Context: an optimization exercise on an open-source flow, tuned for small area, a short achievable clock period and few clock cycles. The choices shown serve that exercise and are no tape-out recipe. In this exercise RTL edits were held to simulation tests only and were not proved equivalent to the original. No activity file was given, so power comes from the tool's default toggle rates.

===== design/flow/design.v =====
module rledec (
    input  wire        clk,
    input  wire        rst,           
    input  wire        reg_we,
    input  wire [7:0]  reg_addr,      
    input  wire [31:0] reg_wdata,
    output reg  [31:0] reg_rdata,
    output wire        irq,
    output wire        src_req,
    output wire [11:0] src_addr,
    input  wire        src_ack,
    input  wire [7:0]  src_rdata,
    output wire        fb_req,
    output wire [11:0] fb_addr,
    output wire [7:0]  fb_wdata,
    input  wire        fb_ack
);
    localparam [3:0] OP_NOP = 4'h0, OP_RLE4 = 4'h1, OP_RLE5 = 4'h2, OP_NIBBLE = 4'h3,
                     OP_RAW = 4'h4, OP_CLEAR = 4'h5, OP_ABORT = 4'h6;
    localparam [2:0] M_NONE = 3'd0, M_RLE4 = 3'd1, M_RLE5 = 3'd2, M_NIBBLE = 3'd3,
                     M_RAW = 3'd4, M_CLEAR = 3'd5;
    localparam [2:0] C_NONE = 3'd0, C_MAXPIX = 3'd1, C_DATALEN = 3'd2, C_INPUT_END = 3'd3,
                     C_ABORTED = 3'd4, C_DST_RANGE = 3'd5, C_CLEARED = 3'd6;
    localparam [2:0] E_BAD_CMD = 3'd1, E_BUSY_CMD = 3'd2, E_BAD_CFG = 3'd3, E_DST_RANGE = 3'd4;
    localparam [2:0] R_REPEAT = 3'd0, R_REP_COLOR = 3'd1, R_MULTI = 3'd2, R_RUN = 3'd3,
                     R_RUN_DATA = 3'd4;
    localparam [1:0] J_REP = 2'd0, J_RUN = 2'd1, J_NIB = 2'd2, J_RAW = 2'd3;
    reg        irq_en;
    reg        busy, done, err;
    reg [2:0]  cause, errcode;
    reg [31:0] src_ptr, src_limit, datalen, maxpix, pixcount;
    reg [31:0] dst_base, frame_stride, frame_index, padding, line_width;
    reg [31:0] dst_ptr, linecount;
    reg [12:0] count, repcount;    
    reg [2:0]  stage, record, avail;
    reg [7:0]  acc;
    reg [2:0]  mode;
    reg [7:0]  auxpal [0:31];
    reg        at_max;      
    reg        wact;        
    reg [1:0]  wkind;
    reg [7:0]  wbyte;       
    reg [12:0] wleft;       
    reg [1:0]  mst;         
    reg [4:0]  mpos;        
    wire is_rle4  = (mode == M_RLE4);
    wire is_rle5  = (mode == M_RLE5);
    wire is_rle   = is_rle4 | is_rle5;
    wire is_nib   = (mode == M_NIBBLE);
    wire is_raw   = (mode == M_RAW);
    wire is_clear = (mode == M_CLEAR);
    wire [2:0] bits = is_rle5 ? 3'd5 : 3'd4;
    wire        dst_oob = |dst_ptr[31:12];
    wire        wgo     = wact & (mst == 2'd0);
    wire [31:0] pc1     = pixcount + 32'd1;
    wire        pc1_eq  = (pc1 == maxpix);
    wire        wlast   = (wleft == 13'd1) | pc1_eq;
    wire [12:0] wleft_m1 = wleft - 13'd1;
    wire [4:0]  pidx = (wkind == J_NIB) ? {1'b0, wleft[1] ? wbyte[7:4] : wbyte[3:0]} : wbyte[4:0];
    wire [7:0]  pval = auxpal[pidx];
    assign fb_req   = wgo & (is_clear | ~dst_oob);
    assign fb_addr  = is_clear ? wleft[11:0] : dst_ptr[11:0];
    assign fb_wdata = (wkind == J_RAW) ? wbyte : pval;
    wire wpix  = wgo & ~is_clear & ~dst_oob & fb_ack;     
    wire wdone = wpix & wlast;                            
    wire        pad_nz   = |padding;
    wire [31:0] lc_inc   = linecount + 32'd1;
    wire        line_end = pad_nz & ((lc_inc == line_width) | ~|line_width);
    wire        m_shift = (mst == 2'd1);
    wire        m_base  = (mst == 2'd2);
    wire [31:0] dp_a = m_shift ? {dst_ptr[30:0], 1'b0} : dst_ptr;
    wire [31:0] dp_b = m_shift ? (frame_index[mpos] ? frame_stride : 32'd0)
                     : m_base  ? dst_base : padding;
    wire [31:0] dp_add = dp_a + dp_b + {31'd0, ~(m_shift | m_base)};
    wire [31:0] dp_inc = dst_ptr + 32'd1;
    wire [31:0] dp_sum = (line_end | m_shift | m_base) ? dp_add : dp_inc;
    wire        j_rep = wact & (wkind == J_REP);
    wire        j_run = wact & (wkind == J_RUN);
    wire        rep_z = (repcount == 13'd0);
    wire        cnt_1 = (count == 13'd1);
    wire [12:0] count_m1 = count - 13'd1;
    wire [12:0] rep_m1   = repcount - 13'd1;
    reg  [2:0]  stg_e, rec_e;
    reg  [12:0] cnt_e, rep_e;
    always @(*) begin
        stg_e = stage; rec_e = record; cnt_e = count; rep_e = repcount;
        if (j_rep) begin
            stg_e = 3'd0;
            if (rep_z) rec_e = R_RUN;
            else begin rep_e = rep_m1; rec_e = R_REPEAT; end
        end else if (j_run) begin
            cnt_e = count_m1;
            if (cnt_1) begin rec_e = R_REPEAT; stg_e = 3'd0; end
        end
    end
    wire at_e = wact ? pc1_eq : at_max;
    wire fe_mode  = busy & (is_rle | is_nib | is_raw);
    wire dl_z     = ~|datalen;
    wire src_ok   = ~|src_ptr[31:13] & (src_ptr[12:0] < src_limit[12:0]);
    wire have_acc = is_rle & (avail >= bits);
    wire need_byte = ~have_acc;
    wire dl_stop  = dl_z & ~is_nib;
    wire proceed  = ~at_e & ~dl_stop & (have_acc | src_ok);
    wire fe_free  = ~wact | wdone;
    assign src_req  = fe_mode & need_byte;
    assign src_addr = src_ptr[11:0];
    wire fe_fire = fe_mode & fe_free & proceed & (have_acc | src_ack);
    wire fe_halt = fe_mode & fe_free & ~proceed & (mst == 2'd0);
    wire [2:0] fe_cause = at_e ? C_MAXPIX : dl_stop ? C_DATALEN : C_INPUT_END;
    wire [7:0] rsh      = have_acc ? 8'd0 : (src_rdata >> avail);
    wire [4:0] sym      = is_rle5 ? (acc[7:3] | rsh[7:3]) : {1'b0, acc[7:4] | rsh[7:4]};
    reg  [7:0] acc_n;
    always @(*) begin
        if (have_acc) acc_n = is_rle5 ? {acc[2:0], 5'd0} : {acc[3:0], 4'd0};
        else if (is_rle5)
            case (avail)
                3'd0: acc_n = {src_rdata[2:0], 5'd0};
                3'd1: acc_n = {src_rdata[3:0], 4'd0};
                3'd2: acc_n = {src_rdata[4:0], 3'd0};
                3'd3: acc_n = {src_rdata[5:0], 2'd0};
                default: acc_n = {src_rdata[6:0], 1'd0};
            endcase
        else acc_n = {src_rdata[3:0], 4'd0};
    end
    reg [12:0] cs_count;
    reg [2:0]  cs_stage;
    always @(*) begin
        cs_count = cnt_e;
        cs_stage = stg_e;
        case (stg_e)
            3'd0: if (sym == 5'd0) cs_stage = 3'd1;
                  else begin cs_count = {8'd0, sym}; cs_stage = 3'd6; end
            3'd1: begin cs_count = {8'd0, sym}; cs_stage = 3'd2; end
            3'd2: begin
                cs_count = {count[8:0], 4'd0} | {8'd0, sym};
                cs_stage = (cs_count == 13'd0) ? 3'd3 : 3'd6;
            end
            3'd3, 3'd4: begin cs_count = {count[8:0], 4'd0} | {8'd0, sym}; cs_stage = stg_e + 3'd1; end
            3'd5: begin cs_count = {count[8:0], 4'd0} | {8'd0, sym}; cs_stage = 3'd6; end
            default: ;
        endcase
    end
    reg [4:0] lead;
    integer i;
    always @(*) begin
        lead = 5'd0;
        for (i = 0; i < 32; i = i + 1)
            if (frame_index[i]) lead = i;
    end
    always @(*) begin
        reg_rdata = 32'd0;
        if (reg_addr[7]) begin
            reg_rdata = {24'd0, auxpal[reg_addr[6:2]]};
        end else begin
            case (reg_addr[6:2])
                5'h01: reg_rdata = {31'd0, irq_en};
                5'h02: reg_rdata = {20'd0, 1'b0, errcode, 1'b0, cause, 1'b0, err, done, busy};
                5'h03: reg_rdata = src_ptr;
                5'h04: reg_rdata = src_limit;
                5'h05: reg_rdata = datalen;
                5'h06: reg_rdata = maxpix;
                5'h07: reg_rdata = pixcount;
                5'h08: reg_rdata = dst_base;
                5'h09: reg_rdata = frame_stride;
                5'h0A: reg_rdata = frame_index;
                5'h0B: reg_rdata = padding;
                5'h0C: reg_rdata = line_width;
                5'h0D: reg_rdata = dst_ptr;
                5'h0E: reg_rdata = linecount;
                5'h0F: reg_rdata = {5'd0, mode, acc, 5'd0, avail, 1'b0, record, 1'b0, stage};
                5'h10: reg_rdata = {19'd0, count};
                5'h11: reg_rdata = {19'd0, repcount};
                default: reg_rdata = 32'd0;
            endcase
        end
    end
    assign irq = irq_en & (done | err);
    wire [31:0] wd_m  = reg_wdata & {32{~rst}};
    wire        cfg_w = reg_we & ~reg_addr[7] & ~busy;
    always @(posedge clk) begin
        if (rst | (cfg_w & (reg_addr[6:2] == 5'h04))) src_limit    <= wd_m;
        if (rst | (cfg_w & (reg_addr[6:2] == 5'h06))) maxpix       <= wd_m;
        if (rst | (cfg_w & (reg_addr[6:2] == 5'h08))) dst_base     <= wd_m;
        if (rst | (cfg_w & (reg_addr[6:2] == 5'h09))) frame_stride <= wd_m;
        if (rst | (cfg_w & (reg_addr[6:2] == 5'h0A))) frame_index  <= wd_m;
        if (rst | (cfg_w & (reg_addr[6:2] == 5'h0B))) padding      <= wd_m;
        if (rst | (cfg_w & (reg_addr[6:2] == 5'h0C))) line_width   <= wd_m;
    end
    always @(posedge clk) begin
        if (rst) begin
            irq_en <= 1'b0;
            busy <= 1'b0; done <= 1'b0; err <= 1'b0;
            cause <= C_NONE; errcode <= 3'd0;
            src_ptr <= 32'd0; datalen <= 32'd0;
            pixcount <= 32'd0;
            dst_ptr <= 32'd0; linecount <= 32'd0;
            count <= 13'd0; repcount <= 13'd0;
            stage <= 3'd0; record <= R_REPEAT; avail <= 3'd0; acc <= 8'd0; mode <= M_NONE;
            at_max <= 1'b0; wact <= 1'b0; wkind <= J_REP; wbyte <= 8'd0; wleft <= 13'd0;
            mst <= 2'd0; mpos <= 5'd0;
        end else begin
            if (m_shift) begin
                dst_ptr <= dp_sum;
                mpos <= mpos - 5'd1;
                if (mpos == 5'd0) mst <= 2'd2;
            end else if (m_base) begin
                dst_ptr <= dp_sum;
                mst <= 2'd0;
            end
            if (wgo && is_clear) begin
                if (fb_ack) begin
                    wleft <= wleft_m1;
                    if (wleft[11:0] == 12'd0) begin
                        busy <= 1'b0; done <= 1'b1; cause <= C_CLEARED; wact <= 1'b0;
                    end
                end
            end else if (wgo) begin
                if (dst_oob) begin
                    busy <= 1'b0; done <= 1'b1; cause <= C_DST_RANGE;
                    err <= 1'b1; errcode <= E_DST_RANGE;
                    wact <= 1'b0;
                end else if (fb_ack) begin
                    pixcount <= pc1;
                    at_max   <= pc1_eq;
                    dst_ptr  <= dp_sum;
                    if (line_end) linecount <= 32'd0;
                    else if (pad_nz) linecount <= lc_inc;
                    wleft <= wleft_m1;
                    if (wlast) begin
                        wact <= 1'b0;
                        stage <= stg_e; record <= rec_e; count <= cnt_e; repcount <= rep_e;
                    end
                end
            end
            if (fe_halt) begin
                busy <= 1'b0; done <= 1'b1; cause <= fe_cause;
            end
            if (fe_fire) begin
                if (need_byte) src_ptr <= src_ptr + 32'd1;
                if (is_nib) begin
                    wact <= 1'b1; wkind <= J_NIB; wbyte <= src_rdata; wleft <= 13'd2;
                end else if (is_raw) begin
                    datalen <= datalen - 32'd1;
                    wact <= 1'b1; wkind <= J_RAW; wbyte <= src_rdata; wleft <= 13'd1;
                end else begin
                    datalen <= datalen - 32'd1;
                    acc   <= acc_n;
                    avail <= avail - bits;
                    if (stg_e != 3'd6) begin
                        count <= cs_count;
                        stage <= cs_stage;
                        record <= rec_e;
                        repcount <= rep_e;
                        if (cs_stage == 3'd6) begin
                            case (rec_e)
                                R_REPEAT: begin
                                    if (cs_count == 13'd1) begin
                                        record <= R_RUN; stage <= 3'd0;
                                    end else if (cs_count == 13'd2) begin
                                        record <= R_MULTI; stage <= 3'd0;
                                    end else begin
                                        record <= R_REP_COLOR;
                                    end
                                end
                                R_MULTI: begin
                                    stage <= 3'd0;
                                    if (cs_count == 13'd0) begin
                                        repcount <= 13'd0; record <= R_RUN;
                                    end else begin
                                        repcount <= cs_count - 13'd1; record <= R_REPEAT;
                                    end
                                end
                                R_RUN: begin
                                    if (cs_count == 13'd0) begin
                                        record <= R_REPEAT; stage <= 3'd0;
                                    end else begin
                                        record <= R_RUN_DATA;
                                    end
                                end
                                default: ;
                            endcase
                        end
                    end else if (rec_e == R_REP_COLOR) begin
                        if (count == 13'd0) begin
                            stage <= 3'd0;
                            if (rep_z) record <= R_RUN;
                            else begin repcount <= rep_m1; record <= R_REPEAT; end
                        end else begin
                            wact <= 1'b1; wkind <= J_REP; wbyte <= {3'd0, sym}; wleft <= count;
                        end
                    end else begin  
                        stage <= stg_e; record <= rec_e; count <= cnt_e; repcount <= rep_e;
                        wact <= 1'b1; wkind <= J_RUN; wbyte <= {3'd0, sym}; wleft <= 13'd1;
                    end
                end
            end
            if (reg_we && reg_addr[7]) begin
                if (!busy) auxpal[reg_addr[6:2]] <= reg_wdata[7:0];
            end else if (reg_we && !reg_addr[7]) begin
                case (reg_addr[6:2])
                    5'h00: begin  
                        if (reg_wdata[3:0] >= 4'h7) begin
                            err <= 1'b1; errcode <= E_BAD_CMD;
                        end else if (reg_wdata[3:0] == OP_ABORT) begin
                            if (busy) begin
                                busy <= 1'b0; done <= 1'b1; cause <= C_ABORTED;
                                wact <= 1'b0; mst <= 2'd0;
                            end
                        end else if (reg_wdata[3:0] != OP_NOP) begin
                            if (busy) begin
                                err <= 1'b1; errcode <= E_BUSY_CMD;
                            end else if (reg_wdata[3:0] == OP_CLEAR) begin
                                mode <= M_CLEAR; done <= 1'b0; cause <= C_NONE; busy <= 1'b1;
                                wact <= 1'b1; wkind <= J_RAW; wbyte <= 8'd0; wleft <= 13'h0FFF;
                            end else if (|src_limit[31:13] || (src_limit[12] && |src_limit[11:0])) begin
                                err <= 1'b1; errcode <= E_BAD_CFG;
                            end else begin
                                mode <= reg_wdata[2:0];
                                stage <= 3'd0; record <= R_REPEAT;
                                count <= 13'd0; repcount <= 13'd0;
                                avail <= 3'd0; acc <= 8'd0;
                                linecount <= 32'd0; pixcount <= 32'd0;
                                at_max <= ~|maxpix;
                                done <= 1'b0; cause <= C_NONE; busy <= 1'b1;
                                wact <= 1'b0;
                                dst_ptr <= 32'd0; mpos <= lead;
                                mst <= (|frame_index) ? 2'd1 : 2'd2;
                            end
                        end
                    end
                    5'h01: irq_en <= reg_wdata[0];
                    5'h02: begin  
                        if (reg_wdata[1]) done <= 1'b0;
                        if (reg_wdata[2]) begin err <= 1'b0; errcode <= 3'd0; end
                    end
                    5'h03: if (!busy) src_ptr <= reg_wdata;
                    5'h05: if (!busy) datalen <= reg_wdata;
                    default: ;
                endcase
            end
        end
    end
endmodule

===== design/flow/run.sh =====
#!/bin/bash
# synth_recipe.tcl (not shown) runs the flow's synth.tcl, then flattens the netlist and writes it again
# the make line also repeats each setting of config.mk as NAME=value (left out here)
make -C /OpenROAD-flow-scripts/flow DESIGN_CONFIG=/design/flow/config.mk WORK_HOME=/design/flow/orfs CLKGATE_MAP_FILE= SYNTH_SCRIPT=/design/flow/synth_recipe.tcl finish

===== design/flow/config.mk =====
export PLATFORM = sky130hd
export DESIGN_NAME = rledec
export DESIGN_NICKNAME = rledec
export VERILOG_FILES = /design/flow/design.v
export SDC_FILE = /design/flow/constraint.sdc
export NUM_CORES = 4
export LEC_CHECK = 0
export CAP_MARGIN = 20
export CORE_MARGIN = 2
export CORE_UTILIZATION = 40
export GPL_TIMING_DRIVEN = 1
export SETUP_SLACK_MARGIN = 5
export SLEW_MARGIN = 20

===== design/flow/constraint.sdc =====
create_clock -name core_clock -period 12.0 [get_ports {clk}]
set_input_delay 2.4000 -clock core_clock [delete_from_list [all_inputs] [get_ports {clk}]]
set_output_delay 2.4000 -clock core_clock [all_outputs]
set_load 0.01 [all_outputs]

==> results.ini, run 1 <==
[status]
status = no timing/DRC/antenna violations

[floorplan]
initial_core_util_pct = 40.4
core.rowCount = 120
die_x_um = 333
pin_count = 120
dieArea_um2 = 111000
coreArea_um2 = 107000
die_h_um = 333

[detailed_routing]
wl_um = 184000
drc = 0
avgViaCountPerCell = 6.72
dr_total_vias = 39900
wl_met1_um = 73700
wl_met2_um = 78700
dr_wl_met3_um = 20500
avgRoutedWirePerCell_um = 31.0
dr.max_layer_used = met5
ant_nets = 0
initialDrtViolationCount = 5845
firstDrtPassIters = 6

[grt]
grt_pass1_vias = 36100
grt_first_pass_wirelength_um = 259000
grt-ovfl-total = 0
grt_max_degree = 77
grt_usage_pct = 31.8
antenna_found_initial = 7

[clock_network]
root_buffer = clkbuf_16
cts_buffers = 87
clock_sinks = 728
ctsHoldBuffers = 0
cts_tree = built
clk_pin_slew_ps = 60
clkLatencyLatePin_ps = 680
h-tree-depth = 3
clockBufferDepth = 3

[logic_synthesis]
syn-num-nets = 4609
synth-seq-cells = 728
synth_top_family_by_area = compound AO/OA/AOI/OAI gates
yosysTopAreaCell = edfxtp_1
synth_area_um2 = 43300
synth_area_leaders = edfxtp_1, dfxtp_1, mux4_2
synthArstFlopShare_pct = 0
synth_simple_gate_area_share_pct = 18.3
synth_xor_area_share_pct = 4.45
avgSynthCellArea_um2 = 9.66
synth_cells = 4487
synth.most_common_cell = edfxtp_1
synth_fa_ha_area_share_pct = 2.05
synth-edff-count = 480
synth_compound_area_share_pct = 20.3
dominantRegCellSynth = edfxtp_1
yosysWarningCount = 1
ys_seq_area_share_pct = 44.7
yosys-top-cells-count = edfxtp_1, nand2_1, nor2_1
synth_mux_area_share_pct = 6.17
yosysTopAreaCellShare_pct = 33.3
synth.distinct_cells = 94

[timing]
skew_ps = 25.1
finalMaxSlewViolations = 0
hold_violations = 0
fin_ws_ps = 4940
max_freq_mhz = 142
tns_ps = 0
worst_hold_slack_ps = 475
fin_crit_sh_pct = 58.8
grt_setup_unrepaired = yes
max_slew_margin_pct = 15.3
setup_viol = 0
finalCriticalPeriod_ps = 7060
tightestPinTransition_ps = 1270

[placement]
dp_slack_ps = 2850
dp_hpwl_um = 126000
gp_congestion = 1.02
portBuffers = 117

[power_and_ir_drop]
ir_drop_mv = 0.109
total_leakage_power_nw = 16.7
powerDensity_nw_per_um2 = 120

[final_layout]
drive_above_1_share_pct = 12.2
multi_input_area_um2 = 22900
regArea_um2 = 19400
nFillCells = 10100
final_nets = 4585
syn_to_final_growth_pct = 15.1

[critical_path]
path_class = input port to output port
critPathRequiredTime_ps = 9600
crit_path_start_kind = input port
crit_path_end_kind = output port
path_max_fanout = 8
arrival_ps = 4660

[run]
maxCapViolations = 0

[min_path]
hold_path.class = flop to flop

## layer usage
layer,vias to the layer above,global-route usage (%)
li1,17200,-
met2,2551,47.6
met3,508,7.12
met4,10,15.3
met5,-,0
met1,19600,43.4
## final timing paths
check	start	to	slack [ps]	depth (start not counted)
max	reg_addr[2]	reg_rdata[3]	4940	8
min	at_max$_SDFF_PP0_	at_max$_SDFF_PP0_	480	2
max reg2reg	mode[0]$_SDFFE_PP0P_	repcount[3]$_SDFF_PP0_	5610	18
min reg2reg	at_max$_SDFF_PP0_	at_max$_SDFF_PP0_	480	2
## timing repair
action | CTS | global route
gates cloned | 8 | 4
endpoints found under the hold margin | 0 | 0
pin swaps | 35 | 24
setup buffers | 31 | 5
resized for setup | 200 | 51
setup endpoints to repair | 40 | 32
## where the power goes
group / internal (W) / switching [W]
Sequential: 0.00275 / 0.0000926
Combinational: 0.000153 / 0.000297
Clock: 0.00155 / 0.00114
Total: 0.00446 / 0.00153
## stage by stage
step	utilization [%]	std cells	instance area (um^2)	power (W)
2_1_floorplan	-	4487	43300	0.00307
3_3_place_gp	42.5	5729	45600	0.00329
3_5_place_dp	42.5	5729	45600	0.00329
4_1_cts	46.3	5929	49600	0.00598
5_1_grt	46.5	5938	49900	0.00611
6_report	46.5	5941	49900	0.00599
## sequential cells by signal (all words and copies together) (netlist names), 13 cells and up
register / cells
auxpal: 256
datalen: 32
dst_base: 32
dst_ptr: 32
frame_index: 32
frame_stride: 32
line_width: 32
linecount: 32
maxpix: 32
padding: 32
pixcount: 32
src_limit: 32
src_ptr: 32
count: 13
repcount: 13
wleft: 13
## critical path: stages
cell	delay, ps
buf_16	150
buf_16	150
buf_12	130
mux4_2	530
a22oi_2	380
nand4_1	290
a21o_4	310
dlygate4sd2_1	290
## final cells by class
| type | instances | share of cell area, % |
|---|---|---|
| well taps | 1403 | 3.52 |
| clock buffers | 110 | 4.68 |
| inverters | 86 | 0.647 |
| repair buffers | 247 | 5.30 |
| clock inverters | 51 | 1.04 |
| diodes | 3 | 0.0150 |
| flip-flops and latches | 728 | 38.8 |
| multi-input cells | 3313 | 46.0 |
## kinds of logic after synthesis
kind of cell / after synthesis
muxes: 169
AOI/OAI and AO/OA: 1259
xor gates and xnor gates: 220
buffers and inverters: 447
and+or+nand+nor: 1594
DFF: 728
adders and majority gates: 70
## layout by cell type, fill, tap and decap left out, drive strengths merged, types with 34 or more instances in the layout
cell type        n
mux4            75
a21o            34
nor2           364
nor2b           53
or3             62
ha              67
and2            92
clkinv          37
nor4           109
a21oi          229
dfxtp          248
a311oi          64
edfxtp         480
and3            34
mux2i           57
xnor2          134
a221oi         103
nand4           66
clkbuf         118
mux2            38
clkdlybuf4s50   74
nor3            93
nand2b          38
inv             87
a22o            64
a22oi          118
buf            137
nand2          426
a31oi           91
nand3          142
a211oi         145
o21ai          197
xor2            86
Testbench counts, summed over its fixed seeds: cycles 119,687.
==> inputs of run 2 (changes only) <==
--- a/design/flow/config.mk
+++ b/design/flow/config.mk
@@ -9,5 +9,4 @@
 export CORE_MARGIN = 2
 export CORE_UTILIZATION = 40
-export GPL_TIMING_DRIVEN = 1
 export SETUP_SLACK_MARGIN = 5
 export SLEW_MARGIN = 20
==> run 2 against run 1 <==
  * Fmax stayed put
  * Total power stayed put
  * Hold slack stayed put
  * Critical path type unchanged
  * Setup slack stayed put
  * Still clean on timing, DRC and antenna
  * Final cell count stayed put
  * Clock power hardly changed
==> results.ini, run 2 <==
[power_and_ir_drop]
powerDensity_nw_per_um2 = 120  ; unchanged
ir_drop_mv = 0.109  ; unchanged
total_leakage_power_nw = 16.7  ; unchanged

[critical_path]
crit_path_end_kind = output port  ; unchanged
critPathRequiredTime_ps = 9600  ; about the same
timing.rr.start = mode[0]$_SDFFE_PP0P_  ; unchanged
ff2ff_setup_slack_ps = 5610  ; about the same
path_class = input port to output port  ; unchanged
r2r_cells = 18  ; unchanged
r2r_end = repcount[3]$_SDFF_PP0_  ; unchanged
path_max_fanout = 8  ; unchanged
arrival_ps = 4660  ; about the same
crit_path_start_kind = input port  ; unchanged

[grt]
grt_first_pass_wirelength_um = 259000  ; unchanged
antenna_found_initial = 7  ; unchanged
grt-ovfl-total = 0  ; unchanged
grt_max_degree = 77  ; unchanged
grt_pass1_vias = 36100  ; unchanged
grt_usage_pct = 31.8  ; unchanged

[logic_synthesis]
yosysWarningCount = 1  ; unchanged
yosysTopAreaCell = edfxtp_1  ; unchanged
synth-seq-cells = 728  ; unchanged
syn-num-nets = 4609  ; unchanged
dominantRegCellSynth = edfxtp_1  ; unchanged
synth_area_um2 = 43300  ; unchanged
avgSynthCellArea_um2 = 9.66  ; unchanged
yosysTopAreaCellShare_pct = 33.3  ; unchanged
synth.distinct_cells = 94  ; unchanged
synth.most_common_cell = edfxtp_1  ; unchanged
yosys-top-cells-count = edfxtp_1, nand2_1, nor2_1  ; unchanged
ys_seq_area_share_pct = 44.7  ; unchanged
synth_area_leaders = edfxtp_1, dfxtp_1, mux4_2  ; unchanged
synthArstFlopShare_pct = 0  ; unchanged
synth_cells = 4487  ; unchanged
synth-edff-count = 480  ; unchanged

[placement]
portBuffers = 117  ; unchanged
dp_hpwl_um = 126000  ; unchanged
gp_congestion = 1.02  ; unchanged
dp_cells = 5729  ; unchanged

[final_layout]
regArea_um2 = 19400  ; unchanged
final_common_cell = edfxtp_1  ; unchanged
final_nets = 4585  ; unchanged
drive_above_1_share_pct = 12.2  ; unchanged
syn_to_final_growth_pct = 15.1  ; unchanged
multi_input_area_um2 = 22900  ; unchanged
largest_reg_flops = 256  ; unchanged
nFillCells = 10100  ; unchanged
layout_common_cells = edfxtp_1, nand2_1, nor2_1, dfxtp_1, a21oi_1  ; unchanged
final_cells = 5941  ; unchanged

[timing]
max_slew_margin_pct = 15.3  ; unchanged
tns_ps = 0  ; unchanged
hold_violations = 0  ; unchanged
fin_crit_sh_pct = 58.8  ; unchanged
grt_setup_unrepaired = yes  ; unchanged
setup_viol = 0  ; unchanged
max_freq_mhz = 142  ; unchanged
finalMaxSlewViolations = 0  ; unchanged
skew_ps = 25.1  ; unchanged
tightestPinTransition_ps = 1270  ; unchanged
finalCriticalPeriod_ps = 7060  ; unchanged

[detailed_routing]
dr_total_vias = 39900  ; unchanged
wl_um = 184000  ; unchanged
ant_nets = 0  ; unchanged
avgViaCountPerCell = 6.72  ; unchanged
avgRoutedWirePerCell_um = 31.0  ; unchanged
firstDrtPassIters = 6  ; unchanged
drc = 0  ; unchanged
initialDrtViolationCount = 5845  ; unchanged

[clock_network]
cts_buffers = 87  ; unchanged
root_buffer = clkbuf_16  ; unchanged
h-tree-depth = 3  ; unchanged
clkLatencyLatePin_ps = 680  ; about the same
cts_tree = built  ; unchanged
clk_pin_slew_ps = 60  ; about the same
clock_sinks = 728  ; unchanged
clockBufferDepth = 3  ; unchanged
ctsHoldBuffers = 0  ; unchanged

[floorplan]
dieArea_um2 = 111000  ; unchanged
coreArea_um2 = 107000  ; unchanged
die_h_um = 333  ; unchanged
initial_core_util_pct = 40.4  ; unchanged
die_x_um = 333  ; unchanged
pin_count = 120  ; unchanged
core.rowCount = 120  ; unchanged

[status]
status = no timing/DRC/antenna violations  ; unchanged

[min_path]
holdPathStages = 2  ; unchanged
hold_path.class = flop to flop  ; unchanged
holdPathEnd = at_max$_SDFF_PP0_  ; unchanged
min-delay-start = at_max$_SDFF_PP0_  ; unchanged

[run]
maxCapViolations = 0  ; unchanged

## run 2: worst max path at each step
stage | from | end | slack, ps | cells after the start
final | reg_addr[2] | reg_rdata[3] | 4940 | 8
after detailed placement | reg_addr[5] | reg_rdata[1] | 2850 | 9
after CTS | reg_addr[5] | reg_rdata[5] | 4800 | 10
after global placement | reg_addr[5] | reg_rdata[1] | 2840 | 9
after floorplan | reg_addr[6] | reg_rdata[24] | 5260 | 8
after global routing | reg_addr[4] | reg_rdata[0] | 4940 | 10
## run 2: metal layers
metal	vias to the layer above	wire length (um)	global-route usage, %
met1	19600	73700	43.4
li1	17200	-	-
met2	2551	78700	47.6
met5	-	76	0
met4	10	11000	15.3
met3	508	20500	7.12
## run 2: layout make-up
cell class              instances  area share [%]
multi-input cells            3313            46.0
diodes                          3          0.0150
well taps                    1403            3.52
flip-flops and latches        728            38.8
repair buffers                247            5.30
clock inverters                51            1.04
inverters                      86           0.647
clock buffers                 110            4.68
## run 2: power breakdown
group / total [W] / internal (W) / switching, W
Clock: 0.00269 / 0.00155 / 0.00114
Sequential: 0.00284 / 0.00275 / 0.0000926
Combinational: 0.000450 / 0.000153 / 0.000297
Total: 0.00599 / 0.00446 / 0.00153
## run 2: cells by family after synthesis
group	synth area share, %
and+or+nand+nor	18.3
xor gates and xnor gates	4.45
muxes	6.17
DFF	44.7
adders and majority gates	2.05
buffers and inverters	4.03
AOI/OAI and AO/OA	20.3
## run 2: stage by stage
step | hold slack, ps | cell area (um^2) | setup slack, ps | power, W | utilization, %
2_1_floorplan | 445 | 43300 | 5260 | 0.00307 | -
3_3_place_gp | 461 | 45600 | 2840 | 0.00329 | 42.5
3_5_place_dp | 464 | 45600 | 2850 | 0.00329 | 42.5
4_1_cts | 475 | 49600 | 4800 | 0.00598 | 46.3
5_1_grt | 533 | 49900 | 4940 | 0.00611 | 46.5
6_report | 475 | 49900 | 4940 | 0.00599 | 46.5
## run 2: repair_timing
action,CTS,global route
hold endpoints to repair,0,0
setup buffers,31,5
cloned,8,4
setup endpoints to repair,40,32
resized for setup,200,51
pin swaps,35,24
## run 2: critical path: stages
cell and delay, ps:
buf_16 150, buf_16 150, buf_12 130, mux4_2 530, a22oi_2 380, nand4_1 290, a21o_4 310, dlygate4sd2_1 290
==> inputs of run 3 (changes only) <==
--- a/design/flow/config.mk
+++ b/design/flow/config.mk
@@ -9,4 +9,7 @@
 export CORE_MARGIN = 2
 export CORE_UTILIZATION = 40
+export CTS_BUF_LIST = sky130_fd_sc_hd__clkbuf_16
+export CTS_CLUSTER_DIAMETER = 80
+export CTS_CLUSTER_SIZE = 20
 export SETUP_SLACK_MARGIN = 5
 export SLEW_MARGIN = 20
==> run 3 against run 2 <==
  * Still clean on timing, DRC and antenna
  * Non-clock buffer count is 9 higher
  * Hold slack better by 15 ps
  * Total power decreased by 14%
  * Fmax decreased by 3.4%
  * Highest routed layer unchanged
==> results.ini, run 3 <==
[clock_network]
cts_buffers = 50  ; was 87
clk_pin_slew_ps = 100  ; was 60 ps
cts_tree = built  ; unchanged
ctsHoldBuffers = 0  ; unchanged
clkLatencyLatePin_ps = 700  ; was 680 ps
h-tree-depth = 2  ; was 3
root_buffer = clkbuf_16  ; unchanged
clockBufferDepth = 3  ; unchanged
clock_sinks = 728  ; unchanged

[logic_synthesis]
yosysWarningCount = 1  ; unchanged
synth-seq-cells = 728  ; unchanged
syn-num-nets = 4609  ; unchanged
yosysTopAreaCellShare_pct = 33.3  ; unchanged
avgSynthCellArea_um2 = 9.66  ; unchanged
yosys-top-cells-count = edfxtp_1, nand2_1, nor2_1  ; unchanged
synth_area_leaders = edfxtp_1, dfxtp_1, mux4_2  ; unchanged
dominantRegCellSynth = edfxtp_1  ; unchanged
synth-edff-count = 480  ; unchanged
synth_cells = 4487  ; unchanged
synthArstFlopShare_pct = 0  ; unchanged
ys_seq_area_share_pct = 44.7  ; unchanged
synth.most_common_cell = edfxtp_1  ; unchanged
yosysTopAreaCell = edfxtp_1  ; unchanged
synth_area_um2 = 43300  ; unchanged
synth.distinct_cells = 94  ; unchanged

[final_layout]
syn_to_final_growth_pct = 12.3  ; was 15.1%
layout_common_cells = edfxtp_1, nand2_1, nor2_1, dfxtp_1, a21oi_1  ; unchanged
drive_above_1_share_pct = 11.2  ; was 12.2%
final_common_cell = edfxtp_1  ; unchanged
nFillCells = 10300  ; was 10.1k
largest_reg_flops = 256  ; unchanged
final_nets = 4557  ; was 4585

[timing]
finalMaxSlewViolations = 0  ; unchanged
fin_crit_sh_pct = 60.9  ; was 58.8%
finalCriticalPeriod_ps = 7310  ; was 7060 ps
max_slew_margin_pct = 11.1  ; was 15.3%
fin_ws_ps = 4690  ; was 4940 ps
setup_viol = 0  ; unchanged
tightestPinTransition_ps = 1330  ; was 1270 ps
max_freq_mhz = 137  ; was 142 MHz
tns_ps = 0  ; unchanged
grt_setup_unrepaired = yes  ; unchanged
skew_ps = 39.6  ; was 25.1 ps
hold_violations = 0  ; unchanged

[detailed_routing]
wl_um = 182000  ; was 184000 um
firstDrtPassIters = 8  ; was 6
avgRoutedWirePerCell_um = 31.0  ; about the same
drc = 0  ; unchanged
ant_nets = 0  ; unchanged
avgViaCountPerCell = 6.72  ; about the same
initialDrtViolationCount = 5734  ; was 5845
dr_total_vias = 39500  ; was 39.9k

[grt]
grt-ovfl-total = 0  ; unchanged
met1_usage_pct = 42.8  ; was 43.4%
use_met2_pct = 46.7  ; was 47.6%
grt.busiest_layer = met2  ; unchanged
antenna_found_initial = 6  ; was 7
grt_usage_pct = 31.3  ; was 31.8%
grt_max_degree = 77  ; unchanged
grt_pass1_vias = 35800  ; was 36.1k
grt_first_pass_wirelength_um = 256000  ; was 259000 um
globalRouteMet3Util_pct = 6.92  ; was 7.12%

[critical_path]
crit_path_start_kind = input port  ; unchanged
path_class = input port to output port  ; unchanged
path_max_fanout = 16  ; was 8
arrival_ps = 4910  ; was 4660 ps
critPathRequiredTime_ps = 9600  ; about the same
crit_path_end_kind = output port  ; unchanged
path_cells = buf_4 -> or3b_4 -> nor2_4 -> buf_6 -> a22oi_1 -> nand4_1 -> nor2_1 -> o21ai_4 -> clkdlybuf4s50_1  ; was buf_16 -> buf_16 -> buf_12 -> mux4_2 -> a22oi_2 -> nand4_1 -> a21o_4 -> dlygate4sd2_1
ff2ff_setup_slack_ps = 5600  ; was 5610 ps
slowest_delay_ps = 610  ; was 530 ps
slowest_stage = clkdlybuf4s50_1  ; was mux4_2
r2r_end = repcount[3]$_SDFF_PP0_  ; unchanged
r2r_cells = 18  ; unchanged
timing.rr.start = mode[0]$_SDFFE_PP0P_  ; unchanged

[power_and_ir_drop]
powerDensity_nw_per_um2 = 105  ; was 120 nW/um^2
ir_drop_mv = 0.112  ; was 0.109 mV
total_leakage_power_nw = 16.2  ; was 16.7 nW

[placement]
portBuffers = 117  ; unchanged
dp_hpwl_um = 126000  ; unchanged
gp_congestion = 1.02  ; unchanged
dp_slack_ps = 2850  ; unchanged

[floorplan]
core.rowCount = 120  ; unchanged
die_x_um = 333  ; unchanged
initial_core_util_pct = 40.4  ; unchanged
pin_count = 120  ; unchanged
die_h_um = 333  ; unchanged
coreArea_um2 = 107000  ; unchanged
dieArea_um2 = 111000  ; unchanged

[min_path]
hold_path.class = flop to flop  ; unchanged
holdPathStages = 2  ; unchanged
holdPathEnd = at_max$_SDFF_PP0_  ; unchanged
min-delay-start = at_max$_SDFF_PP0_  ; unchanged

[status]
status = no timing/DRC/antenna violations  ; unchanged

[run]
maxCapViolations = 0  ; unchanged

run 3: cell types whose count changed in the layout (fill, tap and decap cells not counted), moves of 5 or more:
cell        delta
clkinv_1       -9
clkinv_2      -20
bufinv_16      -7
inv_8          +5
clkbuf_8       -7
inv_1         +20
clkinvlp_4     -5
inv_12         +5
clkbuf_1      -16
clkbuf_16     -36
buf_4         +13
run 3: worst max-delay path by stage:
stage                            from  cells after the start             to
after floorplan           reg_addr[6]                      8  reg_rdata[24]
after global placement    reg_addr[5]                      9   reg_rdata[1]
after detailed placement  reg_addr[5]                      9   reg_rdata[1]
after CTS                 reg_addr[5]                      9   reg_rdata[1]
after global routing      reg_addr[5]                      9   reg_rdata[1]
final                     reg_addr[5]                      9   reg_rdata[1]
run 3: power by group:
| part | switching, W | leakage [nW] | total (W) | internal (W) |
|---|---|---|---|---|
| Sequential | 0.0000924 | 6.46 | 0.00284 | 0.00275 |
| Clock | 0.00102 | 0.860 | 0.00184 | 0.000822 |
| Combinational | 0.000296 | 8.86 | 0.000450 | 0.000154 |
run 3: cell families (layout without fill, tap and decap cells):
group / Yosys count / count (layout) / synth area share, %
AOI/OAI and AO/OA: 1259 / 1259 / 20.3
xor gates and xnor gates: 220 / 220 / 4.45
adders and majority gates: 70 / 70 / 2.05
buffers and inverters: 447 / 434 / 4.03
DFF: 728 / 728 / 44.7
muxes: 169 / 170 / 6.17
other: 0 / 2 / 0
and+or+nand+nor: 1594 / 1594 / 18.3
run 3: critical path, delay by kind of cell:
kind / cells / cell delay [ps]
buf+inv: 3 / 1050
simple gates: 4 / 960
compound gates: 2 / 480
run 3: area by class of cell:
class	instances	area (um^2)	share of cell area [%]
multi-input combinational	3313	22900	47.1
clock buffer	50	1250	2.57
sequential	728	19400	39.8
timing repair buffer	256	2680	5.50
antenna	2	5.00	0.0103
tap	1403	1760	3.61
clock inverter	42	365	0.751
inverter	86	323	0.663
run 3: what timing repair did:
item                       in CTS  in global routing
resized for setup             187                 60
cloned                          6                  5
buffers inserted               28                 17
setup endpoints to repair      40                 34
pin swaps                      32                 20
run 3: through the flow:
stage | std cells | hold WS [ps] | util [%] | cell area, um^2 | total power (W)
after floorplan | 4487 | 445 | - | 43300 | 0.00307
after global placement | 5729 | 461 | 42.5 | 45600 | 0.00329
after detailed placement | 5729 | 464 | 42.5 | 45600 | 0.00329
after CTS | 5855 | 479 | 45.0 | 48200 | 0.00511
after global routing | 5878 | 538 | 45.4 | 48700 | 0.00524
final | 5880 | 490 | 45.4 | 48700 | 0.00513
run 3: metal layers:
| metal | vias to the layer above | wire length, um |
|---|---|---|
| met1 | 19300 | 72500 |
| met5 | - | 92 |
| met4 | 10 | 11100 |
| li1 | 17100 | - |
| met3 | 493 | 21500 |
| met2 | 2595 | 77300 |
==> inputs of run 4 (changes only) <==
--- a/design/flow/config.mk
+++ b/design/flow/config.mk
@@ -9,7 +9,7 @@
 export CORE_MARGIN = 2
 export CORE_UTILIZATION = 40
-export CTS_BUF_LIST = sky130_fd_sc_hd__clkbuf_16
-export CTS_CLUSTER_DIAMETER = 80
-export CTS_CLUSTER_SIZE = 20
+export CTS_BUF_LIST = sky130_fd_sc_hd__clkbuf_8 sky130_fd_sc_hd__clkbuf_16
+export CTS_CLUSTER_DIAMETER = 60
+export CTS_CLUSTER_SIZE = 14
 export SETUP_SLACK_MARGIN = 5
 export SLEW_MARGIN = 20
==> run 4 against run 3 <==
  * Critical path type unchanged
  * Area after synthesis unchanged
  * Die area unchanged
  * Still clean
  * Largest power group unchanged
  * Count of clock-buffer cells in the layout up 40
  * Total power up 15%
  * Non-clock buffer count increased by 7
  * Via count is 1.0% higher
  * Flip-flop and latch count is the same
  * Utilization grew 1.3 points
==> results.ini, run 4 <==
[critical_path]
timing.rr.start = mode[0]$_SDFFE_PP0P_  ; unchanged
path_cells = buf_16 -> buf_16 -> buf_8 -> buf_4 -> mux4_2 -> a22oi_2 -> nand4_1 -> a21o_1 -> buf_2  ; was buf_4 -> or3b_4 -> nor2_4 -> buf_6 -> a22oi_1 -> nand4_1 -> nor2_1 -> o21ai_4 -> clkdlybuf4s50_1
r2r_end = repcount[3]$_SDFF_PP0_  ; unchanged
ff2ff_setup_slack_ps = 5630  ; was 5600 ps
critPathRequiredTime_ps = 9600  ; about the same
slowest_delay_ps = 520  ; was 610 ps
crit_path_end_kind = output port  ; unchanged
path_class = input port to output port  ; unchanged
arrival_ps = 4600  ; was 4910 ps
crit_path_start_kind = input port  ; unchanged
slowest_stage = mux4_2  ; was clkdlybuf4s50_1
worst_path_most_repeated_cell = buf_16
r2r_cells = 18  ; unchanged
path_max_fanout = 7  ; was 16

[floorplan]
coreArea_um2 = 107000  ; unchanged
initial_core_util_pct = 40.4  ; unchanged
dieArea_um2 = 111000  ; unchanged
die_x_um = 333  ; unchanged
pin_count = 120  ; unchanged
die_h_um = 333  ; unchanged
core.rowCount = 120  ; unchanged

[clock_network]
cts_buffers = 82  ; was 50
clk_pin_slew_ps = 50  ; was 100 ps
clkLatencyLatePin_ps = 710  ; was 700 ps
h-tree-depth = 3  ; was 2
cts_tree = built  ; unchanged
root_buffer = clkbuf_16  ; unchanged
clockBufferDepth = 3  ; unchanged
clock_sinks = 728  ; unchanged

[timing]
grt_setup_unrepaired = yes  ; unchanged
finalCriticalPeriod_ps = 7000  ; was 7310 ps
tightestPinTransition_ps = 1290  ; was 1330 ps
skew_ps = 42.7  ; was 39.6 ps
max_freq_mhz = 143  ; was 137 MHz
setup_viol = 0  ; unchanged
max_slew_margin_pct = 13.7  ; was 11.1%
fin_crit_sh_pct = 58.3  ; was 60.9%
finalMaxSlewViolations = 0  ; unchanged
tns_ps = 0  ; unchanged
hold_violations = 0  ; unchanged
fin_ws_ps = 5000  ; was 4690 ps

[detailed_routing]
dr_total_vias = 39900  ; was 39.5k
avgViaCountPerCell = 6.71  ; was 6.72
avgRoutedWirePerCell_um = 31.1  ; was 31.0 um
firstDrtPassIters = 9  ; was 8
initialDrtViolationCount = 6192  ; was 5734
wl_um = 185000  ; was 182000 um
drc = 0  ; unchanged
ant_nets = 0  ; unchanged

[final_layout]
layout_common_cells = edfxtp_1, nand2_1, nor2_1, dfxtp_1, a21oi_1  ; unchanged
drive_above_1_share_pct = 12.9  ; was 11.2%
largest_reg_flops = 256  ; unchanged
syn_to_final_growth_pct = 15.5  ; was 12.3%
final_nets = 4596  ; was 4557
final_common_cell = edfxtp_1  ; unchanged
final_cells = 5947  ; was 5880

[logic_synthesis]
ys_seq_area_share_pct = 44.7  ; unchanged
yosysWarningCount = 1  ; unchanged
dominantRegCellSynth = edfxtp_1  ; unchanged
synth_cells = 4487  ; unchanged
syn-num-nets = 4609  ; unchanged
synth-edff-count = 480  ; unchanged
synthArstFlopShare_pct = 0  ; unchanged
synth.distinct_cells = 94  ; unchanged
yosys-top-cells-count = edfxtp_1, nand2_1, nor2_1  ; unchanged
yosysTopAreaCell = edfxtp_1  ; unchanged
synth.most_common_cell = edfxtp_1  ; unchanged
avgSynthCellArea_um2 = 9.66  ; unchanged
yosysTopAreaCellShare_pct = 33.3  ; unchanged
synth-seq-cells = 728  ; unchanged
synth_area_um2 = 43300  ; unchanged
synth_area_leaders = edfxtp_1, dfxtp_1, mux4_2  ; unchanged

[run]
maxCapViolations = 0  ; unchanged

[placement]
dp_slack_ps = 2850  ; unchanged
gp_congestion = 1.02  ; unchanged
dp_hpwl_um = 126000  ; unchanged
dp_cells = 5729  ; unchanged
portBuffers = 117  ; unchanged

[min_path]
holdPathEnd = at_max$_SDFF_PP0_  ; unchanged
min-delay-start = at_max$_SDFF_PP0_  ; unchanged
hold_path.class = flop to flop  ; unchanged
holdPathStages = 2  ; unchanged

[status]
status = no timing/DRC/antenna violations  ; unchanged

[grt]
grt_first_pass_wirelength_um = 260000  ; was 256000 um
grt-ovfl-total = 0  ; unchanged
grt_pass1_vias = 36400  ; was 35.8k
grt_usage_pct = 31.9  ; was 31.3%
grt_max_degree = 77  ; unchanged
antenna_found_initial = 8  ; was 6

[power_and_ir_drop]
total_leakage_power_nw = 16.9  ; was 16.2 nW
powerDensity_nw_per_um2 = 118  ; was 105 nW/um^2
power_w = 0.00591  ; was 0.00513 W
ir_drop_mv = 0.119  ; was 0.112 mV

-- run 4: changes by cell type in the layout (fill, tap and decap cells not counted), sizes merged, moves of 3 or more --
| cell | delta |
|---|---|
| clkbuf | +45 |
| clkinv | +13 |
| buf | +7 |
| dlygate4sd2 | -4 |
| inv | +4 |
| bufbuf | +3 |
-- run 4: layout make-up --
class | count | area (um^2)
Fill cell | 10100 | 57100
Multi-Input combinational cell | 3313 | 23000
Sequential cell | 728 | 19400
Timing Repair Buffer | 263 | 2840
Clock buffer | 90 | 2210
Tap cell | 1403 | 1760
Clock inverter | 62 | 557
Inverter | 86 | 323
Antenna cell | 2 | 5.00
-- run 4: worst max path at each step --
stage                         from             to  slack [ps]  cells after the start
3_5_place_dp           reg_addr[5]   reg_rdata[1]        2850                      9
5_1_grt        wkind[0]$_SDFF_PP0_    fb_wdata[6]        4950                     14
4_1_cts                reg_addr[5]   reg_rdata[1]        4810                      9
2_1_floorplan          reg_addr[6]  reg_rdata[24]        5260                      8
3_3_place_gp           reg_addr[5]   reg_rdata[1]        2840                      9
6_report               reg_addr[2]   reg_rdata[3]        5000                      9
-- run 4: worst max-delay path, delay by kind of cell --
kind,cells,cell delay [ps]
buffers and inverters,5,720
AOI/OAI and AO/OA,2,680
muxes,1,520
and+or+nand+nor,1,250
-- run 4: through the flow --
step	util [%]	hold WS, ps	instance area (um^2)
detailed placement	42.5	464	45600
CTS	46.3	474	49600
global route	46.7	533	50100
floorplan	-	445	43300
finish	46.7	470	50100
global placement	42.5	461	45600
-- run 4: cell families after synthesis --
kind of cell / synth area share (%)
compound gates: 20.3
simple gates: 18.3
xor+xnor: 4.45
mux: 6.17
flops: 44.7
fa+ha+maj: 2.05
buf+inv: 4.03
-- run 4: what timing repair did --
| action | CTS | global route |
|---|---|---|
| gates resized for setup | 204 | 76 |
| pin swaps | 32 | 27 |
| setup endpoints to repair | 40 | 41 |
| hold buffers | 0 | 0 |
| cloned | 10 | 4 |
| buffers inserted | 35 | 15 |
-- run 4: power by group --
| part | internal (W) | switching, W | total [W] | leakage [nW] |
|---|---|---|---|---|
| clock network | 0.00141 | 0.00119 | 0.00260 | 1.42 |
| registers | 0.00275 | 0.0000935 | 0.00284 | 6.46 |
| logic | 0.000160 | 0.000302 | 0.000461 | 8.97 |
| total | 0.00432 | 0.00159 | 0.00591 | 16.9 |
-- run 4: routing by layer --
metal	vias to the layer above	part of all wire, %	global-route usage [%]	wire, um
met3	511	12	7.51	21800
met5	-	0.11	1.13	210
met2	2701	42	47.1	78200
met4	8	6.1	16.8	11200
met1	19500	40	43.4	73500
li1	17200	-	-	-
==> inputs of run 5 (changes only) <==
==> design/flow/flow/run.sh (new file) <==
#!/bin/bash
# The standard layout, with the port buffers made from buf_4 cells instead of the
# default (a slow delay buffer), so that paths through the ports are not slowed.
set -euo pipefail
export BUFFER_PORTS_ARGS="-buffer_cell sky130_fd_sc_hd__buf_4"
bash standard.sh > standard_flow.log 2>&1
==> design/flow/standard.sh (new file) <==
#!/bin/bash
# synth_recipe.tcl (not shown) runs the flow's synth.tcl, then flattens the netlist and writes it again
# the make line also repeats each setting of config.mk as NAME=value (left out here)
make -C /OpenROAD-flow-scripts/flow DESIGN_CONFIG=/design/flow/config.mk WORK_HOME=/design/flow/orfs CLKGATE_MAP_FILE= SYNTH_SCRIPT=/design/flow/synth_recipe.tcl "${@:-finish}"
--- a/design/flow/config.mk
+++ b/design/flow/config.mk
@@ -9,7 +9,4 @@
 export CORE_MARGIN = 2
 export CORE_UTILIZATION = 40
-export CTS_BUF_LIST = sky130_fd_sc_hd__clkbuf_8 sky130_fd_sc_hd__clkbuf_16
-export CTS_CLUSTER_DIAMETER = 60
-export CTS_CLUSTER_SIZE = 14
 export SETUP_SLACK_MARGIN = 5
 export SLEW_MARGIN = 20
removed: design/flow/run.sh
==> run 5 against run 4 <==
  * Still clean on timing, DRC and antenna
  * Critical path depth is 1 lower
  * Synthesized cell count stayed put
  * Fmax is 1.1% lower
  * Combinational power is 8.0% lower
  * Design area is 2.5% lower
  * Routed wire length is 3.7% lower
  * Register-to-register slack worse by 180 ps
  * Sequential share of layout area is 0.99 points higher
  * Utilization is 1.2 points lower
  * Global-route usage is 0.94 points lower
  * Critical path type unchanged
==> results.ini, run 5 <==
[logic_synthesis]
synth_xor_area_share_pct = 4.45  ; unchanged
synth_fa_ha_area_share_pct = 2.05  ; unchanged
syn-num-nets = 4609  ; unchanged
yosysTopAreaCellShare_pct = 33.3  ; unchanged
synthArstFlopShare_pct = 0  ; unchanged
synth_area_leaders = edfxtp_1, dfxtp_1, mux4_2  ; unchanged
avgSynthCellArea_um2 = 9.66  ; unchanged
synth_area_um2 = 43300  ; unchanged
synth.most_common_cell = edfxtp_1  ; unchanged
synth_top_family_by_area = compound AO/OA/AOI/OAI gates  ; unchanged
synth_simple_gate_area_share_pct = 18.3  ; unchanged
ys_seq_area_share_pct = 44.7  ; unchanged
synth.distinct_cells = 94  ; unchanged
synth-edff-count = 480  ; unchanged
yosys-top-cells-count = edfxtp_1, nand2_1, nor2_1  ; unchanged
dominantRegCellSynth = edfxtp_1  ; unchanged
yosysTopAreaCell = edfxtp_1  ; unchanged
synth-seq-cells = 728  ; unchanged
synth_cells = 4487  ; unchanged
synth_mux_area_share_pct = 6.17  ; unchanged
synth_compound_area_share_pct = 20.3  ; unchanged
yosysWarningCount = 1  ; unchanged

[critical_path]
r2r_cells = 20  ; was 18
crit_path_end_kind = output port  ; unchanged
path_class = input port to output port  ; unchanged
arrival_ps = 4680  ; was 4600 ps
timing.rr.start = count[2]$_SDFF_PP0_  ; was mode[0]$_SDFFE_PP0P_
ff2ff_setup_slack_ps = 5450  ; was 5630 ps
r2r_end = repcount[3]$_SDFF_PP0_  ; unchanged
crit_path_start_kind = input port  ; unchanged
path_max_fanout = 30  ; was 7
critPathRequiredTime_ps = 9600  ; about the same

[power_and_ir_drop]
p_int_w = 0.00453  ; was 0.00432 W
total_leakage_power_nw = 16.3  ; was 16.9 nW
power_w = 0.00603  ; was 0.00591 W
p_switching_w = 0.00150  ; was 0.00159 W
p_seq_share_pct = 47.1  ; was 48.1%
ir_drop_mv = 0.124  ; was 0.119 mV
combPwrFrac_pct = 7.0  ; was 7.8%
switching_share_pct = 24.8  ; was 26.9%
powerDensity_nw_per_um2 = 124  ; was 118 nW/um^2
p_clk_share_pct = 45.9  ; was 44.1%

[placement]
place_area_um2 = 45300  ; was 45600 um^2
dp_hpwl_um = 125000  ; was 126000 um
gp_congestion = 1.02  ; about the same
dp_cells = 5718  ; was 5729
portBuffers = 117  ; unchanged

[clock_network]
clk_pin_slew_ps = 60  ; was 50 ps
cts_tree = built  ; unchanged
cts_buffers = 85  ; was 82
h-tree-depth = 3  ; unchanged
ctsHoldBuffers = 0  ; unchanged
clockBufferDepth = 3  ; unchanged
clkLatencyLatePin_ps = 700  ; was 710 ps
clock_sinks = 728  ; unchanged
root_buffer = clkbuf_16  ; unchanged

[timing]
skew_ps = 48.6  ; was 42.7 ps
hold_violations = 0  ; unchanged
finalCriticalPeriod_ps = 7080  ; was 7000 ps
tightestPinTransition_ps = 1160  ; was 1290 ps
finalMaxSlewViolations = 0  ; unchanged
setup_viol = 0  ; unchanged
max_slew_margin_pct = 21.8  ; was 13.7%
tns_ps = 0  ; unchanged
grt_setup_unrepaired = yes  ; unchanged
fin_crit_sh_pct = 59.0  ; was 58.3%
max_freq_mhz = 141  ; was 143 MHz

[detailed_routing]
avgRoutedWirePerCell_um = 30.2  ; was 31.1 um
initialDrtViolationCount = 5755  ; was 6192
avgViaCountPerCell = 6.67  ; was 6.71
ant_nets = 0  ; unchanged
drc = 0  ; unchanged
wl_um = 178000  ; was 185000 um
dr_total_vias = 39300  ; was 39.9k
firstDrtPassIters = 8  ; was 9

[floorplan]
initial_core_util_pct = 40.4  ; unchanged
die_x_um = 333  ; unchanged
dieArea_um2 = 111000  ; unchanged
coreArea_um2 = 107000  ; unchanged
die_h_um = 333  ; unchanged
core.rowCount = 120  ; unchanged
pin_count = 120  ; unchanged

[grt]
grt_pass1_vias = 35900  ; was 36.4k
grt_usage_pct = 31.0  ; was 31.9%
grt_first_pass_wirelength_um = 254000  ; was 260000 um
grt-ovfl-total = 0  ; unchanged
antenna_found_initial = 7  ; was 8
grt_max_degree = 80  ; was 77

[final_layout]
layout_common_cells = edfxtp_1, nand2_1, nor2_1, dfxtp_1, a21oi_1  ; unchanged
largest_reg_flops = 256  ; unchanged
final_nets = 4541  ; was 4596
post-route-util_pct = 45.5  ; was 46.7%
nFillCells = 10100  ; about the same
final_common_cell = edfxtp_1  ; unchanged
syn_to_final_growth_pct = 12.6  ; was 15.5%
final_cells = 5893  ; was 5947
regArea_um2 = 19400  ; about the same
drive_above_1_share_pct = 12.6  ; was 12.9%
final_area_um2 = 48800  ; was 50100 um^2
multi_input_area_um2 = 22600  ; was 23000 um^2

[status]
status = no timing/DRC/antenna violations  ; unchanged

[run]
maxCapViolations = 0  ; unchanged

[min_path]
min-delay-start = at_max$_SDFF_PP0_  ; unchanged
holdPathStages = 2  ; unchanged
hold_path.class = flop to flop  ; unchanged
holdPathEnd = at_max$_SDFF_PP0_  ; unchanged

run 5: cell counts after synthesis:
No cell type changed its count.
run 5: area by class of cell:
cell class | instances | share of cell area (%)
flip-flops and latches | 728 | 39.7
inverters | 86 | 0.661
multi-input cells | 3313 | 46.3
clock buffers | 112 | 4.75
repair buffers | 205 | 3.80
clock inverters | 45 | 1.21
diodes | 1 | 0.00513
well taps | 1403 | 3.60
run 5: through the flow:
stage               hold slack [ps]  worst slack [ps]
finish                          473              4920
global route                    500              4960
CTS                             474              4940
detailed placement              466              3590
global placement                462              3590
floorplan                       445              5260
run 5: power groups by stage:
stage	registers (W)	logic [W]	clock network [W]
after floorplan	0.00284	0.000226	0
after global placement	0.00289	0.000392	0
after detailed placement	0.00289	0.000394	0
after CTS	0.00283	0.000411	0.00278
after global routing	0.00284	0.000442	0.00288
final	0.00284	0.000424	0.00277
run 5: logic make-up (layout without fill, tap and decap cells):
kind of cell    after synthesis  in the layout
simple gates               1594           1594
buf+inv                     447            448
other cells                   0              1
fa+ha+maj                    70             70
compound gates             1259           1259
xor+xnor                    220            220
flops                       728            728
mux                         169            170
run 5: how the worst max path moves through the flow:
stage	depth (start not counted)	slack, ps	endpoint	from
floorplan	8	5260	reg_rdata[24]	reg_addr[6]
global placement	8	3590	reg_rdata[6]	reg_addr[2]
detailed placement	8	3590	reg_rdata[6]	reg_addr[2]
CTS	8	4940	reg_rdata[6]	reg_addr[2]
global route	9	4960	reg_rdata[4]	reg_addr[6]
finish	8	4920	reg_rdata[2]	reg_addr[3]
run 5: per-layer routing:
metal / wire length [um] / global-route usage [%]
met3: 19500 / 6.34
met4: 9660 / 15.4
met5: 63 / 0
met1: 71800 / 42.4
met2: 77000 / 46.7
run 5: worst max-delay path, cell delays in order:
cell	delay, ps
buf_12	200
buf_16	260
mux4_2	350
a22oi_2	480
nand4_1	240
nand2_1	240
o21ai_1	220
buf_4	220
run 5: timing repair:
item	in CTS	in global routing
cloned	3	2
buffers inserted	9	2
pin swaps	3	4
gates resized for setup	79	18
setup endpoints to repair	40	35
==> inputs of run 6 (changes only) <==
--- a/design/flow/config.mk
+++ b/design/flow/config.mk
@@ -9,4 +9,7 @@
 export CORE_MARGIN = 2
 export CORE_UTILIZATION = 40
+export CTS_BUF_LIST = sky130_fd_sc_hd__clkbuf_16
+export CTS_CLUSTER_DIAMETER = 80
+export CTS_CLUSTER_SIZE = 20
 export SETUP_SLACK_MARGIN = 5
 export SLEW_MARGIN = 20
==> run 6 against run 5 <==
  * Routed wire length is 0.51% lower
  * Fmax is 0.23% higher
  * Via count is 0.31% lower
  * Largest power group unchanged
  * Sequential share of layout area is 1.1 points higher
  * Design area is 2.7% lower
  * Flip-flop and latch count stayed put
==> results.ini, run 6 <==
[grt]
grt_pass1_vias = 35500  ; was 35.9k
grt_max_degree = 80  ; unchanged
antenna_found_initial = 4  ; was 7
use_met2_pct = 46.2  ; was 46.7%
globalRouteMet3Util_pct = 5.31  ; was 6.34%
grt.busiest_layer = met2  ; unchanged
grt_usage_pct = 30.8  ; was 31.0%
met1_usage_pct = 42.7  ; was 42.4%
grt_first_pass_wirelength_um = 253000  ; was 254000 um
grt-ovfl-total = 0  ; unchanged

[clock_network]
root_buffer = clkbuf_16  ; unchanged
clockBufferDepth = 3  ; unchanged
clkLatencyLatePin_ps = 700  ; about the same
clk_pin_slew_ps = 80  ; was 60 ps
ctsHoldBuffers = 0  ; unchanged
h-tree-depth = 2  ; was 3
cts_buffers = 49  ; was 85
clock_sinks = 728  ; unchanged
cts_tree = built  ; unchanged

[final_layout]
post-route-util_pct = 44.3  ; was 45.5%
nFillCells = 10300  ; was 10.1k
syn_to_final_growth_pct = 9.52  ; was 12.6%
layout_common_cells = edfxtp_1, nand2_1, nor2_1, dfxtp_1, a21oi_1  ; unchanged
final_common_cell = edfxtp_1  ; unchanged
n_antenna_cell = 0  ; was 1
largest_reg_flops = 256  ; unchanged
final_cells = 5827  ; was 5893
final_nets = 4505  ; was 4541
drive_above_1_share_pct = 11.6  ; was 12.6%

[detailed_routing]
wl_um = 177000  ; was 178000 um
avgViaCountPerCell = 6.72  ; was 6.67
dr_total_vias = 39200  ; was 39.3k
ant_nets = 0  ; unchanged
avgRoutedWirePerCell_um = 30.4  ; was 30.2 um
firstDrtPassIters = 8  ; unchanged
drc = 0  ; unchanged
initialDrtViolationCount = 5607  ; was 5755

[timing]
setup_viol = 0  ; unchanged
skew_ps = 36.4  ; was 48.6 ps
finalCriticalPeriod_ps = 7070  ; was 7080 ps
fin_ws_ps = 4930  ; was 4920 ps
tightestPinTransition_ps = 1160  ; about the same
worst_hold_slack_ps = 482  ; was 473 ps
finalMaxSlewViolations = 0  ; unchanged
grt_setup_unrepaired = yes  ; unchanged
fin_crit_sh_pct = 58.9  ; was 59.0%
max_freq_mhz = 142  ; was 141 MHz
tns_ps = 0  ; unchanged
hold_violations = 0  ; unchanged
max_slew_margin_pct = 21.8  ; about the same

[logic_synthesis]
synthArstFlopShare_pct = 0  ; unchanged
yosysTopAreaCellShare_pct = 33.3  ; unchanged
synth_area_leaders = edfxtp_1, dfxtp_1, mux4_2  ; unchanged
ys_seq_area_share_pct = 44.7  ; unchanged
synth-seq-cells = 728  ; unchanged
avgSynthCellArea_um2 = 9.66  ; unchanged
synth_cells = 4487  ; unchanged
yosysWarningCount = 1  ; unchanged
syn-num-nets = 4609  ; unchanged
synth.most_common_cell = edfxtp_1  ; unchanged
synth.distinct_cells = 94  ; unchanged
synth_area_um2 = 43300  ; unchanged
yosys-top-cells-count = edfxtp_1, nand2_1, nor2_1  ; unchanged
dominantRegCellSynth = edfxtp_1  ; unchanged
synth-edff-count = 480  ; unchanged
yosysTopAreaCell = edfxtp_1  ; unchanged

[placement]
dp_hpwl_um = 125000  ; unchanged
gp_congestion = 1.02  ; unchanged
dp_cells = 5718  ; unchanged
dp_slack_ps = 3590  ; unchanged
portBuffers = 117  ; unchanged

[power_and_ir_drop]
total_leakage_power_nw = 15.7  ; was 16.3 nW
powerDensity_nw_per_um2 = 107  ; was 124 nW/um^2
ir_drop_mv = 0.109  ; was 0.124 mV

[min_path]
hold_path.class = flop to flop  ; unchanged

[critical_path]
worst_path_most_repeated_cell = buf_16
path_cells = buf_16 -> buf_16 -> mux4_2 -> a22oi_1 -> nand4_1 -> nand2_2 -> o21ai_1 -> buf_4  ; was buf_12 -> buf_16 -> mux4_2 -> a22oi_2 -> nand4_1 -> nand2_1 -> o21ai_1 -> buf_4
slowest_delay_ps = 510  ; was 480 ps
path_class = input port to output port  ; unchanged
critPathRequiredTime_ps = 9600  ; about the same
crit_path_start_kind = input port  ; unchanged
path_max_fanout = 19  ; was 30
arrival_ps = 4670  ; was 4680 ps
crit_path_end_kind = output port  ; unchanged
slowest_stage = mux4_2  ; was a22oi_2

[floorplan]
pin_count = 120  ; unchanged
core.rowCount = 120  ; unchanged
dieArea_um2 = 111000  ; unchanged
initial_core_util_pct = 40.4  ; unchanged
coreArea_um2 = 107000  ; unchanged
die_x_um = 333  ; unchanged
die_h_um = 333  ; unchanged

[status]
status = no timing/DRC/antenna violations  ; unchanged

[run]
maxCapViolations = 0  ; unchanged

run 6: path summary, 6_finish.rpt:
| check | endpoint | from | slack [ps] | cells after the start |
|---|---|---|---|---|
| worst min-delay path | at_max$_SDFF_PP0_ | at_max$_SDFF_PP0_ | 480 | 2 |
| worst max-delay path | reg_rdata[6] | reg_addr[2] | 4930 | 8 |
| worst min register to register | at_max$_SDFF_PP0_ | at_max$_SDFF_PP0_ | 480 | 2 |
| worst max register to register | repcount[3]$_SDFF_PP0_ | count[2]$_SDFF_PP0_ | 5460 | 20 |
run 6: worst max-delay path, delay by kind of cell:
| kind | cells | cell delay [ps] |
|---|---|---|
| mux | 1 | 510 |
| compound gates | 2 | 590 |
| buf+inv | 3 | 620 |
| simple gates | 2 | 470 |
run 6: layout make-up:
| cell class | count | area (um^2) | area share (%) |
|---|---|---|---|
| timing repair buffer | 206 | 1860 | 3.93 |
| tap | 1403 | 1760 | 3.70 |
| multi-input combinational | 3312 | 22600 | 47.6 |
| clock inverter | 43 | 347 | 0.730 |
| clock buffer | 49 | 1230 | 2.58 |
| inverter | 86 | 323 | 0.680 |
| sequential | 728 | 19400 | 40.8 |
run 6: per-stage QoR:
step | instance area (um^2) | total power, W
after global placement | 45300 | 0.00328
after detailed placement | 45300 | 0.00328
after floorplan | 43300 | 0.00307
after CTS | 47300 | 0.00506
final | 47500 | 0.00507
after global routing | 47500 | 0.00518
run 6: power by group:
part,total (W),internal (W),switching (W)
sequential,0.00284,0.00275,0.0000901
clock,0.00181,0.000816,0.000994
combinational,0.000424,0.000140,0.000283
total,0.00507,0.00370,0.00137
run 6: metal layers:
layer  routed length [um]  vias to the layer above
li1                     -                    17000
met1                71600                    19400
met2                76900                     2391
met3                18700                      375
met4                 9890                        6
met5                   49                        -
run 6: repair_timing:
action,in CTS,in global routing
endpoints found under the setup margin,40,35
pin swaps,3,6
buffers inserted,9,2
gates cloned,3,2
gates resized for setup,79,18
run 6: cell families after synthesis:
| logic type | Yosys count | synth area share [%] |
|---|---|---|
| fa+ha+maj | 70 | 2.05 |
| mux | 169 | 6.17 |
| buf+inv | 447 | 4.03 |
| flops | 728 | 44.7 |
| compound gates | 1259 | 20.3 |
| simple gates | 1594 | 18.3 |
| xor+xnor | 220 | 4.45 |

==> what the ideal ports hide <==
Ports are ideal in the flow. The routed layouts listed here were re-timed in OpenROAD.
Step 1 assumes that a clkbuf_16 drives the clock port and a buf_2 every other input.
Step 2 also shifts input and output timing later by t, the mid clock arrival at the registers, as if the neighbouring blocks saw the same clock.
Slacks: ideal / step 1 / step 2; pairs: ideal / step 1.
run	shift t [ns]	setup WS [ns]	clock arrival spread, ns
run 1	0.744	4.940 / 4.720 / 4.720	0.028 / 0.028
run 2	0.744	4.940 / 4.720 / 4.720	0.028 / 0.028
run 3	0.748	4.693 / 4.606 / 4.606	0.057 / 0.057
run 4	0.762	4.998 / 4.786 / 4.784	0.043 / 0.042
run 5	0.746	4.918 / 4.735 / 4.735	0.049 / 0.049
run 6	0.752	4.934 / 4.718 / 4.718	0.051 / 0.051
After both steps every run listed still meets setup and hold.
